Context: an optimization exercise on an open-source flow, tuned for small area, a short achievable clock period and few clock cycles per item. The choices shown serve that exercise and are no tape-out recipe. In this exercise RTL edits were held to simulation tests only and were not proved equivalent to the original.

==> flow/design.v (excerpt) <==
module sigpcm_geneval (
    input  wire        clk,
    input  wire        rst,           
    input  wire        req_valid,
    output wire        req_ready,
    input  wire [63:0] req_kind,      
    input  wire [63:0] req_param,     
    input  wire [63:0] req_delay,     
    input  wire [63:0] req_time,      
    input  wire [3:0]  req_width,     
    output wire        resp_valid,
    output wire [2:0]  resp_err,
    output wire [63:0] resp_info,
    output wire [63:0] resp_level,
    output wire [63:0] resp_quant
);
For scale: about 5200 cells after synthesis, about 220 flip-flops, roughly 460 I/O pins.
export LEC_CHECK = 0
export CAP_MARGIN = 35
export CELL_PAD_IN_SITES_DETAIL_PLACEMENT = 1
export CELL_PAD_IN_SITES_GLOBAL_PLACEMENT = 2
export CORE_MARGIN = 2
export CORE_UTILIZATION = 25
export PLACE_DENSITY = 0.4
export SLEW_MARGIN = 35
export SYNTH_MEMORY_MAX_BITS = 32768
create_clock -name core_clock -period 14.0 [get_ports {clk}]
standard.sh (not shown) runs the stock make flow with config.mk's settings and CLKGATE_MAP_FILE= SYNTH_SCRIPT=/design/flow/synth_recipe.tcl, a recipe that flattens the netlist after the stock synthesis.
==> flow/flow/run.sh <==
#!/bin/bash
set -euo pipefail
SETUP_MARGIN=${SETUP_MARGIN:-8.5}
bash standard.sh synth > synth.log 2>&1
bash standard.sh "SETUP_SLACK_MARGIN=$SETUP_MARGIN" finish > layout.log 2>&1
Testbench counts at the start, summed over its fixed seeds: cycles 103,556, items 4,800.
==> next run, changes <==
--- a/flow/design.v
+++ b/flow/design.v
@@ -86,13 +86,13 @@
     output wire        resp_valid,
     output wire [2:0]  resp_err,
     output wire [63:0] resp_info,
     output wire [63:0] resp_level,
     output wire [63:0] resp_quant
 );
-    localparam ARCH = 0;    
+    localparam ARCH = 3;    
     localparam [63:0] UNIT_LEVEL = 64'h7FFF_FFFF_FFFF_FFFF;
     localparam [63:0] NEG_UNIT   = 64'h8000_0000_0000_0001;
     localparam [2:0] K_NONE   = 3'd0,
                      K_SINE   = 3'd1,
                      K_PULSE  = 3'd2,
                      K_SQUARE = 3'd3,
@@ -423,12 +423,28 @@
                     assign G[2*L-1-l][i] = G[2*L-2-l][i];
                     assign P[2*L-1-l][i] = P[2*L-2-l][i];
                 end
             end
         end
         assign c = G[2*L-1];
+    end else if (ARCH == 3) begin : ks
+        wire [N-1:0] G [0:L];
+        wire [N-1:0] P [0:L];
+        assign G[0] = g0; assign P[0] = p0;
+        for (l = 0; l < L; l = l + 1) begin : lv
+            for (i = 0; i < N; i = i + 1) begin : b
+                if (i >= (1 << l)) begin : m
+                    assign G[l+1][i] = G[l][i] | (P[l][i] & G[l][i - (1 << l)]);
+                    assign P[l+1][i] = P[l][i] & P[l][i - (1 << l)];
+                end else begin : t
+                    assign G[l+1][i] = G[l][i];
+                    assign P[l+1][i] = P[l][i];
+                end
+            end
+        end
+        assign c = G[L];
     end else begin : rc
         assign c[0] = cin;
         for (i = 1; i < N; i = i + 1) begin : b
             assign c[i] = g0[i] | (p0[i] & c[i-1]);
         end
     end
- design area went up by 0.42%
- clock-buffer cell count falls by 11
- area after synthesis is higher by 5.0%
- worst setup slack is worse by 0.50 ns
- global-route usage decreases by 1.4 points
Testbench counts after the change, summed over its fixed seeds: cycles 103,556, items 4,800.

========
v6:
Another version of the RTL of sigpcm_geneval (not shown whole).
Size in the first run: roughly 4900 cells after synthesis, roughly 230 flip-flops, roughly 460 I/O pins, roughly 37000 sq um of cells after synthesis.
==> flow/config.mk <==
export PLATFORM = sky130hd
export DESIGN_NAME = sigpcm_geneval
export DESIGN_NICKNAME = sigpcm_geneval
export VERILOG_FILES = /design/flow/design.v
export SDC_FILE = /design/flow/constraint.sdc
export NUM_CORES = 4
export LEC_CHECK = 0
export CAP_MARGIN = 20
export CELL_PAD_IN_SITES_DETAIL_PLACEMENT = 1
export CELL_PAD_IN_SITES_GLOBAL_PLACEMENT = 2
export CORE_MARGIN = 2
export CORE_UTILIZATION = 25
export PLACE_DENSITY = 0.4
export SLEW_MARGIN = 20
export SYNTH_MEMORY_MAX_BITS = 32768
==> flow/constraint.sdc <==
create_clock -name core_clock -period 14.0 [get_ports {clk}]
set_input_delay 2.8000 -clock core_clock [delete_from_list [all_inputs] [get_ports {clk}]]
set_output_delay 2.8000 -clock core_clock [all_outputs]
set_load 0.01 [all_outputs]
==> flow/flow/run.sh <==
#!/bin/bash
set -euo pipefail
SETUP_MARGIN=${SETUP_MARGIN:-8.5}
bash standard.sh synth > synth.log 2>&1
bash standard.sh "SETUP_SLACK_MARGIN=$SETUP_MARGIN" \
    "BUFFER_PORTS_ARGS=-buffer_cell sky130_fd_sc_hd__buf_1" finish > layout.log 2>&1
Testbench counts of v6, summed over its fixed seeds: cycles 105,715, items 4,800.
The inputs of v7 differ from those of v6 as listed below.
diff --git a/flow/design.v b/flow/design.v
--- a/flow/design.v
+++ b/flow/design.v
@@ -121,19 +121,19 @@
     reg [2:0]  err_r;
     reg [2:0]  kind;
     reg        kind_big;   
     reg        kind_buf;   
     reg [3:0]  width;
     reg [5:0]  qsel;       
     reg        neg;        
     reg [4:0]  cnt;
     reg [4:0]  sh;         
-    reg        f_div_lo, f_div_hi;
+    reg        f_div;      
     reg        f_cin0;     
     reg [63:0] R;          
     reg [63:0] D;          
     reg [63:0] Q;          
     assign req_ready  = rdy;
     assign resp_valid = vld;
     assign resp_err   = err_r;
     assign resp_info  = Q;
     assign resp_level = R;
@@ -153,20 +153,19 @@
     reg [2:0] chk_err;
     always @(*) begin
         if (!width_ok)                              chk_err = E_WIDTH;
         else if (kind_big)                          chk_err = E_KIND;
         else if (kind_pos && (p_neg || p_zero))     chk_err = E_PARAM;
         else if (kind == K_PULSE && p_neg)          chk_err = E_PARAM;
         else if (kind_buf)                          chk_err = E_BUFFER;
         else                                        chk_err = E_OK;
     end
-    wire [65:0] A  = {f_div_hi ? R[63:31] : {2'b00, R[63:33]},
-                      f_div_lo ? {R[30:0], Q[63:62]} : R[32:0]};
+    wire [65:0] A  = f_div ? {R, Q[63:62]} : {2'b00, R};
     wire [65:0] d1 = {2'b00, D};
     wire [65:0] d2 = {1'b0, D, 1'b0};
     wire        cin1 = !f_cin0;
     wire [65:0] Y1, Y2, Y3;
     wire [65:0] cs_s = A ^ ~d1 ^ ~d2;
     wire [65:0] cs_c = {(A[64:0] & ~d1[64:0]) | (A[64:0] & ~d2[64:0]) | (~d1[64:0] & ~d2[64:0]), 1'b1};
     pfx_add #(.W(66), .ARCH(ARCH)) u_add1 (.a(A),    .b(~d1),  .cin(cin1), .s(Y1));
     pfx_add #(.W(66), .ARCH(ARCH)) u_add2 (.a(A),    .b(~d2),  .cin(1'b1), .s(Y2));
     pfx_add #(.W(66), .ARCH(ARCH)) u_add3 (.a(cs_s), .b(cs_c), .cin(1'b1), .s(Y3));
@@ -286,20 +285,19 @@
     always @(posedge clk) begin
         if (rst) begin
             state <= S_IDLE;
             rdy   <= 1'b1;
             vld   <= 1'b0;
         end else begin
             state <= nstate;
             rdy   <= (nstate == S_IDLE);
             vld   <= fin;
-            f_div_lo <= (nstate == S_IDX) || (nstate == S_DIV) || (nstate == S_SQ);
-            f_div_hi <= (nstate == S_IDX) || (nstate == S_DIV) || (nstate == S_SQ) || (nstate == S_LUT);
+            f_div  <= (nstate == S_IDX) || (nstate == S_DIV) || (nstate == S_SQ);
             f_cin0 <= (state == S_IDLE && ((req_kind[2:0] == K_RUP) || (req_kind[2:0] == K_RDOWN))) ||
                       (nstate == S_NEGL);
             case (state)
                 S_IDLE: if (req_valid) begin
                     D        <= req_delay;
                     Q        <= (acc_kbig || acc_kbuf) ? req_kind : req_param;
                     kind     <= req_kind[2:0];
                     kind_big <= acc_kbig;
                     kind_buf <= acc_kbuf;
v7 completed end to end with timing, DRC and antenna clean. Summary of v7 over v6: wire length after detailed routing rose by about 1%, die footprint went up 0.55%. A timing endpoint of the critical path of R[4] is what v7 shows, while R[28] belongs to v6. The standard cell area after detailed placement number comes out lower for v6 vs v7. The maximum clock frequency of v7 is higher than that of v6. v7 vs v6, combined global-route utilization of all metal layers went up by 0.16 points.
Testbench counts of v7, summed over its fixed seeds: cycles 105,715, items 4,800.

========
RTL: one of the versions met above, not the one the previous note started from.
For scale: ~460 I/O pins, about 40000 um2 of cells after synthesis.
export LEC_CHECK = 0
export CAP_MARGIN = 35
export CELL_PAD_IN_SITES_DETAIL_PLACEMENT = 1
export CELL_PAD_IN_SITES_GLOBAL_PLACEMENT = 2
export CORE_MARGIN = 2
export CORE_UTILIZATION = 25
export PLACE_DENSITY = 0.4
export SLEW_MARGIN = 35
export SYNTH_MEMORY_MAX_BITS = 32768
create_clock -name core_clock -period 14.0 [get_ports {clk}]
Scripts as last shown in full above: flow/flow/run.sh
Testbench counts at the start, summed over its fixed seeds: cycles 103,556, items 4,800.
Edit:
--- a/flow/design.v
+++ b/flow/design.v
@@ -162,25 +162,27 @@
     wire [65:0] d2 = {1'b0, D, 1'b0};
     wire        cin1 = !f_cin0;
     wire [65:0] Y1, Y2, Y3;
     wire [65:0] cs_s = A ^ ~d1 ^ ~d2;
     wire [65:0] cs_c = {(A[64:0] & ~d1[64:0]) | (A[64:0] & ~d2[64:0]) | (~d1[64:0] & ~d2[64:0]), 1'b1};
     pfx_add #(.W(66), .ARCH(ARCH)) u_add1 (.a(A),    .b(~d1),  .cin(cin1), .s(Y1));
     pfx_add #(.W(66), .ARCH(ARCH)) u_add2 (.a(A),    .b(~d2),  .cin(1'b1), .s(Y2));
     pfx_add #(.W(66), .ARCH(ARCH)) u_add3 (.a(cs_s), .b(cs_c), .cin(1'b1), .s(Y3));
     wire        ge1 = !Y1[65];
     wire        ge2 = !Y2[65];
     wire        ge3 = !Y3[65];
     wire [1:0]  dig = {ge2, ge3 | (ge1 & !ge2)};
-    wire [63:0] rstep = ge3 ? Y3[63:0] : ge2 ? Y2[63:0] : ge1 ? Y1[63:0] : A[63:0];
+    wire        t3 = ge3, t2 = ge2 & !ge3, t1 = ge1 & !ge2, t0 = !ge1;
+    wire [63:0] rstep = ({64{t3}} & Y3[63:0]) | ({64{t2}} & Y2[63:0]) |
+                        ({64{t1}} & Y1[63:0]) | ({64{t0}} & A[63:0]);
     wire        r_nz, p_nz;
     wire [5:0]  r_lz, p_lz;
     sigpcm_lzc u_lzr (.x(R), .nz(r_nz), .lz(r_lz));
     sigpcm_lzc u_lzp (.x(Q), .nz(p_nz), .lz(p_lz));
     wire [6:0]  e_len = {1'b0, p_lz} - {1'b0, r_lz};
     wire [4:0]  m_len = (r_nz && !e_len[6]) ? e_len[5:1] : 5'd0;
     wire [5:0]  shamt = (state == S_C2 && !is_ramp) ? {m_len, 1'b0} : 6'd0;
     wire [63:0] p_shl = Q << shamt;
     wire [7:0]  idx  = Q[7:0];
     wire [6:0]  lj   = idx[6] ? (7'd64 - {1'b0, idx[5:0]}) : {1'b0, idx[5:0]};
     wire [62:0] lval;
     sigpcm_sine_lut u_lut (
@@ -250,90 +252,97 @@
             S_C2:     nstate = is_ramp ? S_DIV : S_MOD;
             S_MOD:    if (cnt == 5'd0) nstate = neg ? S_NEGFIX : (kind == K_SINE) ? S_IDX : S_SQ;
             S_NEGFIX: nstate = (kind == K_SINE) ? S_IDX : S_SQ;
             S_IDX:    if (cnt == 5'd0) nstate = S_LUT;
             S_LUT:    nstate = S_NEGL;
             S_DIV:    nstate = S_DIV;            
             default:  nstate = S_IDLE;
         endcase
         if (fin) nstate = S_IDLE;
     end
     wire acc_kbig = (|req_kind[63:3]) || (req_kind[2:0] == 3'd7);
     wire acc_kbuf = !(|req_kind[63:3]) && (req_kind[2:0] == 3'd6);
+    wire        r_step = (state == S_MOD) || (state == S_IDX) || (state == S_DIV && cnt != 5'd0);
+    wire        r_inv  = (state == S_NEGFIX) ||
+                         (state == S_C1 && (kind == K_SINE || kind == K_SQUARE) && Y1[63]);
+    reg  [63:0] r_other;
+    always @(*) begin
+        if (fin)
+            r_other = (state == S_C1 && chk_err != E_OK) ? 64'd0 : flevel;
+        else case (state)
+            S_IDLE:           r_other = req_valid ? req_time : R;
+            S_C1, S_NEGFIX:   r_other = Y1[63:0] ^ {64{r_inv}};
+            S_LUT:            r_other = {1'b0, lval};
+            default:          r_other = R;
+        endcase
+    end
+    wire [63:0] r_next = r_step ? rstep : r_other;
+    always @(posedge clk) begin
+        R <= r_next;
+    end
     always @(posedge clk) begin
         if (rst) begin
             state <= S_IDLE;
             rdy   <= 1'b1;
             vld   <= 1'b0;
         end else begin
             state <= nstate;
             rdy   <= (nstate == S_IDLE);
             vld   <= fin;
             f_div  <= (nstate == S_IDX) || (nstate == S_DIV) || (nstate == S_SQ);
             f_cin0 <= (state == S_IDLE && ((req_kind[2:0] == K_RUP) || (req_kind[2:0] == K_RDOWN))) ||
                       (nstate == S_NEGL);
             case (state)
                 S_IDLE: if (req_valid) begin
-                    R        <= req_time;
                     D        <= req_delay;
                     Q        <= (acc_kbig || acc_kbuf) ? req_kind : req_param;
                     kind     <= req_kind[2:0];
                     kind_big <= acc_kbig;
                     kind_buf <= acc_kbuf;
                     width    <= req_width;
                 end
                 S_C1: begin
                     neg <= Y1[63];
-                    if ((kind == K_SINE || kind == K_SQUARE) && Y1[63])
-                        R <= ~Y1[63:0];
-                    else
-                        R <= Y1[63:0];
                     D <= p_shl;                             
                     if (is_ramp) Q <= {~Y1[62:0], 1'b0};    
                 end
                 S_C2: begin
                     if (!is_ramp) D <= p_shl;               
                     cnt <= is_ramp ? 5'd31 : m_len;
                 end
                 S_MOD: begin
-                    R   <= rstep;
                     cnt <= cnt - 5'd1;
                     if (cnt == 5'd0) begin
                         D   <= p_shl;                       
                         Q   <= 64'd0;
                         cnt <= 5'd3;
                     end else begin
                         D <= {2'b00, D[63:2]};
                     end
                 end
-                S_NEGFIX: R <= ~Y1[63:0];                   
                 S_IDX, S_DIV: begin
-                    R   <= rstep;
                     Q   <= q_next;
                     cnt <= cnt - 5'd1;
                 end
                 S_LUT: begin
-                    R <= {1'b0, lval};
                     D <= 64'd0;
                 end
                 default: ;
             endcase
             if (fin) begin
                 err_r <= (state == S_C1) ? chk_err : E_OK;
-                if (state == S_C1 && chk_err != E_OK) begin
-                    R    <= 64'd0;
+ if (state == S_C1 && chk_err != E_OK) begin
                     Q    <= (chk_err == E_WIDTH) ? {60'd0, width} : Q;
                     qsel <= 6'd0;
                 end else begin
-                    R    <= flevel;
                     Q    <= 64'd0;
                     qsel <= wdec;
                 end
             end
         end
     end
 endmodule
 module sigpcm_lzc (
     input  wire [63:0] x,
     output wire        nz,
     output wire [5:0]  lz
 );
The new run completed with no timing, DRC or antenna violations.
Global-route usage came out lower by 0.51 points.
Die area came out lower by a few percent.
Clock-buffer cell count came out lower by 4.
Final area came out lower by a few percent.
Synthesized area came out lower by a few percent.
Routed wire length came out lower by a few percent.
Fmax came out lower by a few percent.
Testbench counts after the change, summed over its fixed seeds: cycles 103,556, items 4,800.

========
## 02-22
Another version of the RTL of sigpcm_geneval (not shown whole).
Size: ~5000 cells after synthesis, roughly 460 I/O pins, roughly 0.038 sq mm of cells after synthesis.
==> flow/config.mk <==
export PLATFORM = sky130hd
export DESIGN_NAME = sigpcm_geneval
export DESIGN_NICKNAME = sigpcm_geneval
export VERILOG_FILES = /design/flow/design.v
export SDC_FILE = /design/flow/constraint.sdc
export NUM_CORES = 4
export LEC_CHECK = 0
export CAP_MARGIN = 20
export CELL_PAD_IN_SITES_DETAIL_PLACEMENT = 1
export CELL_PAD_IN_SITES_GLOBAL_PLACEMENT = 2
export CORE_MARGIN = 2
export CORE_UTILIZATION = 25
export PLACE_DENSITY = 0.4
export SLEW_MARGIN = 20
export SYNTH_MEMORY_MAX_BITS = 32768
==> flow/constraint.sdc <==
create_clock -name core_clock -period 14.0 [get_ports {clk}]
set_input_delay 2.8000 -clock core_clock [delete_from_list [all_inputs] [get_ports {clk}]]
set_output_delay 2.8000 -clock core_clock [all_outputs]
set_load 0.01 [all_outputs]
Scripts as last shown in full above: flow/flow/run.sh
Testbench counts of 02-22, summed over its fixed seeds: cycles 103,556, items 4,800.
The inputs of 02-13 differ from those of 02-22 as listed below.
diff --git a/flow/design.v b/flow/design.v
--- a/flow/design.v
+++ b/flow/design.v
@@ -100,18 +100,19 @@
                      K_RDOWN  = 3'd5;
     localparam [2:0] E_OK      = 3'd0,
                      E_WIDTH   = 3'd1,
                      E_KIND    = 3'd2,
                      E_PARAM   = 3'd3,
                      E_BUFFER  = 3'd4;
     localparam [3:0] S_IDLE   = 4'd0,
                      S_C1     = 4'd1,    
                      S_C2     = 4'd2,    
+                     S_C3     = 4'd3,    
                      S_MOD    = 4'd4,    
                      S_NEGFIX = 4'd5,    
                      S_IDX    = 4'd6,    
                      S_SQ     = 4'd7,    
                      S_LUT    = 4'd8,    
                      S_NEGL   = 4'd9,    
                      S_DIV    = 4'd10;   
     localparam [1:0] C_ZERO = 2'd0, C_UNIT = 2'd1, C_NEGU = 2'd2;
     reg [3:0]  state;
@@ -119,18 +120,20 @@
     reg        vld;
     reg [2:0]  err_r;
     reg [2:0]  kind;
     reg        kind_big;   
     reg        kind_buf;   
     reg [3:0]  width;
     reg [5:0]  qsel;       
     reg        neg;        
     reg [4:0]  cnt;
+    reg [4:0]  sh;         
+    reg [5:0]  qm;         
     reg        f_div;      
     reg        f_cin0;     
     reg [63:0] R;          
     reg [63:0] D;          
     reg [63:0] Q;          
     assign req_ready  = rdy;
     assign resp_valid = vld;
     assign resp_err   = err_r;
     assign resp_info  = Q;
@@ -174,22 +177,22 @@
     wire        t3 = ge3, t2 = ge2 & !ge3, t1 = ge1 & !ge2, t0 = !ge1;
     wire [63:0] rstep = ({64{t3}} & Y3[63:0]) | ({64{t2}} & Y2[63:0]) |
                         ({64{t1}} & Y1[63:0]) | ({64{t0}} & A[63:0]);
     wire        r_nz, p_nz;
     wire [5:0]  r_lz, p_lz;
     sigpcm_lzc u_lzr (.x(R), .nz(r_nz), .lz(r_lz));
     sigpcm_lzc u_lzp (.x(Q), .nz(p_nz), .lz(p_lz));
     wire [6:0]  e_len = {1'b0, p_lz} - {1'b0, r_lz};
     wire [4:0]  m_len = (r_nz && !e_len[6]) ? e_len[5:1] : 5'd0;
-    wire [5:0]  shamt = (state == S_C2 && !is_ramp) ? {m_len, 1'b0} : 6'd0;
+    wire [5:0]  shamt = (state == S_C3) ? {sh, 1'b0} : 6'd0;
     wire [63:0] p_shl = Q << shamt;
     wire [7:0]  idx  = Q[7:0];
-    wire [6:0]  lj   = idx[6] ? (7'd64 - {1'b0, idx[5:0]}) : {1'b0, idx[5:0]};
+    wire [6:0]  lj   = idx[6] ? {idx[5:0] == 6'd0, ~qm} : {1'b0, idx[5:0]};
     wire [62:0] lval;
     sigpcm_sine_lut u_lut (
         .j     (lj),
         .level (lval)
     );
     wire ramp_le0 = R[63] || (R[62:0] == {63{1'b1}});    
     wire [63:0] q_next = {Q[61:0], dig};
     reg        fin;
     reg [1:0]  fsrc;      
@@ -243,19 +246,20 @@
                               (fconst == C_NEGU) ? NEG_UNIT : 64'd0;
         endcase
     end
     reg [3:0] nstate;
     always @(*) begin
         nstate = state;
         case (state)
             S_IDLE:   if (req_valid) nstate = S_C1;
             S_C1:     nstate = S_C2;
-            S_C2:     nstate = is_ramp ? S_DIV : S_MOD;
+            S_C2:     nstate = is_ramp ? S_DIV : S_C3;
+            S_C3:     nstate = S_MOD;
             S_MOD:    if (cnt == 5'd0) nstate = neg ? S_NEGFIX : (kind == K_SINE) ? S_IDX : S_SQ;
             S_NEGFIX: nstate = (kind == K_SINE) ? S_IDX : S_SQ;
             S_IDX:    if (cnt == 5'd0) nstate = S_LUT;
             S_LUT:    nstate = S_NEGL;
             S_DIV:    nstate = S_DIV;            
             default:  nstate = S_IDLE;
         endcase
         if (fin) nstate = S_IDLE;
     end
@@ -300,33 +304,38 @@
                     kind_buf <= acc_kbuf;
                     width    <= req_width;
                 end
                 S_C1: begin
                     neg <= Y1[63];
                     D <= p_shl;                             
                     if (is_ramp) Q <= {~Y1[62:0], 1'b0};    
                 end
                 S_C2: begin
-                    if (!is_ramp) D <= p_shl;               
+                    sh  <= m_len;
                     cnt <= is_ramp ? 5'd31 : m_len;
                 end
+                S_C3: begin
+                    D <= p_shl;                             
+                end
                 S_MOD: begin
                     cnt <= cnt - 5'd1;
                     if (cnt == 5'd0) begin
                         D   <= p_shl;                       
                         Q   <= 64'd0;
+                        qm  <= 6'h3f;
                         cnt <= 5'd3;
                     end else begin
                         D <= {2'b00, D[63:2]};
                     end
                 end
                 S_IDX, S_DIV: begin
                     Q   <= q_next;
+                    qm  <= (dig != 2'd0) ? {Q[3:0], dig - 2'd1} : {qm[3:0], 2'b11};
                     cnt <= cnt - 5'd1;
                 end
                 S_LUT: begin
                     D <= 64'd0;
                 end
                 default: ;
             endcase
             if (fin) begin
                 err_r <= (state == S_C1) ? chk_err : E_OK;
Findings:
Side by side, sequential cell area turned out higher in 02-13 than in 02-22. Changes observed in 02-13 relative to 02-22: tapcell count went up by 28, via count of the first global-routing pass has decreased, final area lost 0.0023 sq mm, flip-flop and latch count picked up an extra 11. Looking only at basic-gate share of the synthesized area counting and, or, nand and nor cells, and setting everything else aside, the higher value of 02-22 and 02-13 goes to 02-13.
Testbench counts of 02-13, summed over its fixed seeds: cycles 105,715, items 4,800.

[static timing again, ports no longer ideal]
Ports are ideal in the flow. The routed layouts listed here were re-timed in OpenROAD. Step 1: set_driving_cell puts a clkbuf_16 on clk and a buf_2 on each other input, an assumption about the parent block. Step 2 times the ports against the registers' clock, not the clock port: input delays grow and output delays shrink by t, the midpoint of the rising clock arrivals with the driver on. Three values: ideal, step 1, step 2; two values: the first two.
run	t (ns)	setup slack, ns	clock arrival spread, ns
the first run of note 1	0.689	8.238 / 8.238 / 7.977	0.039 / 0.038
the second run of note 1	0.768	7.742 / 7.742 / 7.742	0.039 / 0.039
v6	0.680	8.138 / 8.138 / 8.098	0.036 / 0.036
v7	0.707	8.377 / 8.377 / 7.913	0.038 / 0.038
the first run of note 3	0.708	8.176 / 8.176 / 7.938	0.035 / 0.035
the second run of note 3	0.691	7.890 / 7.890 / 7.890	0.033 / 0.033
02-22	0.697	8.072 / 8.072 / 7.964	0.067 / 0.068
02-13	0.698	8.163 / 8.163 / 8.021	0.033 / 0.034
After both steps setup and hold are still met in every run listed. For v7, which loses most, drivers alone change the setup slack by 0.000 ns; drivers and shift together by -0.464 ns.
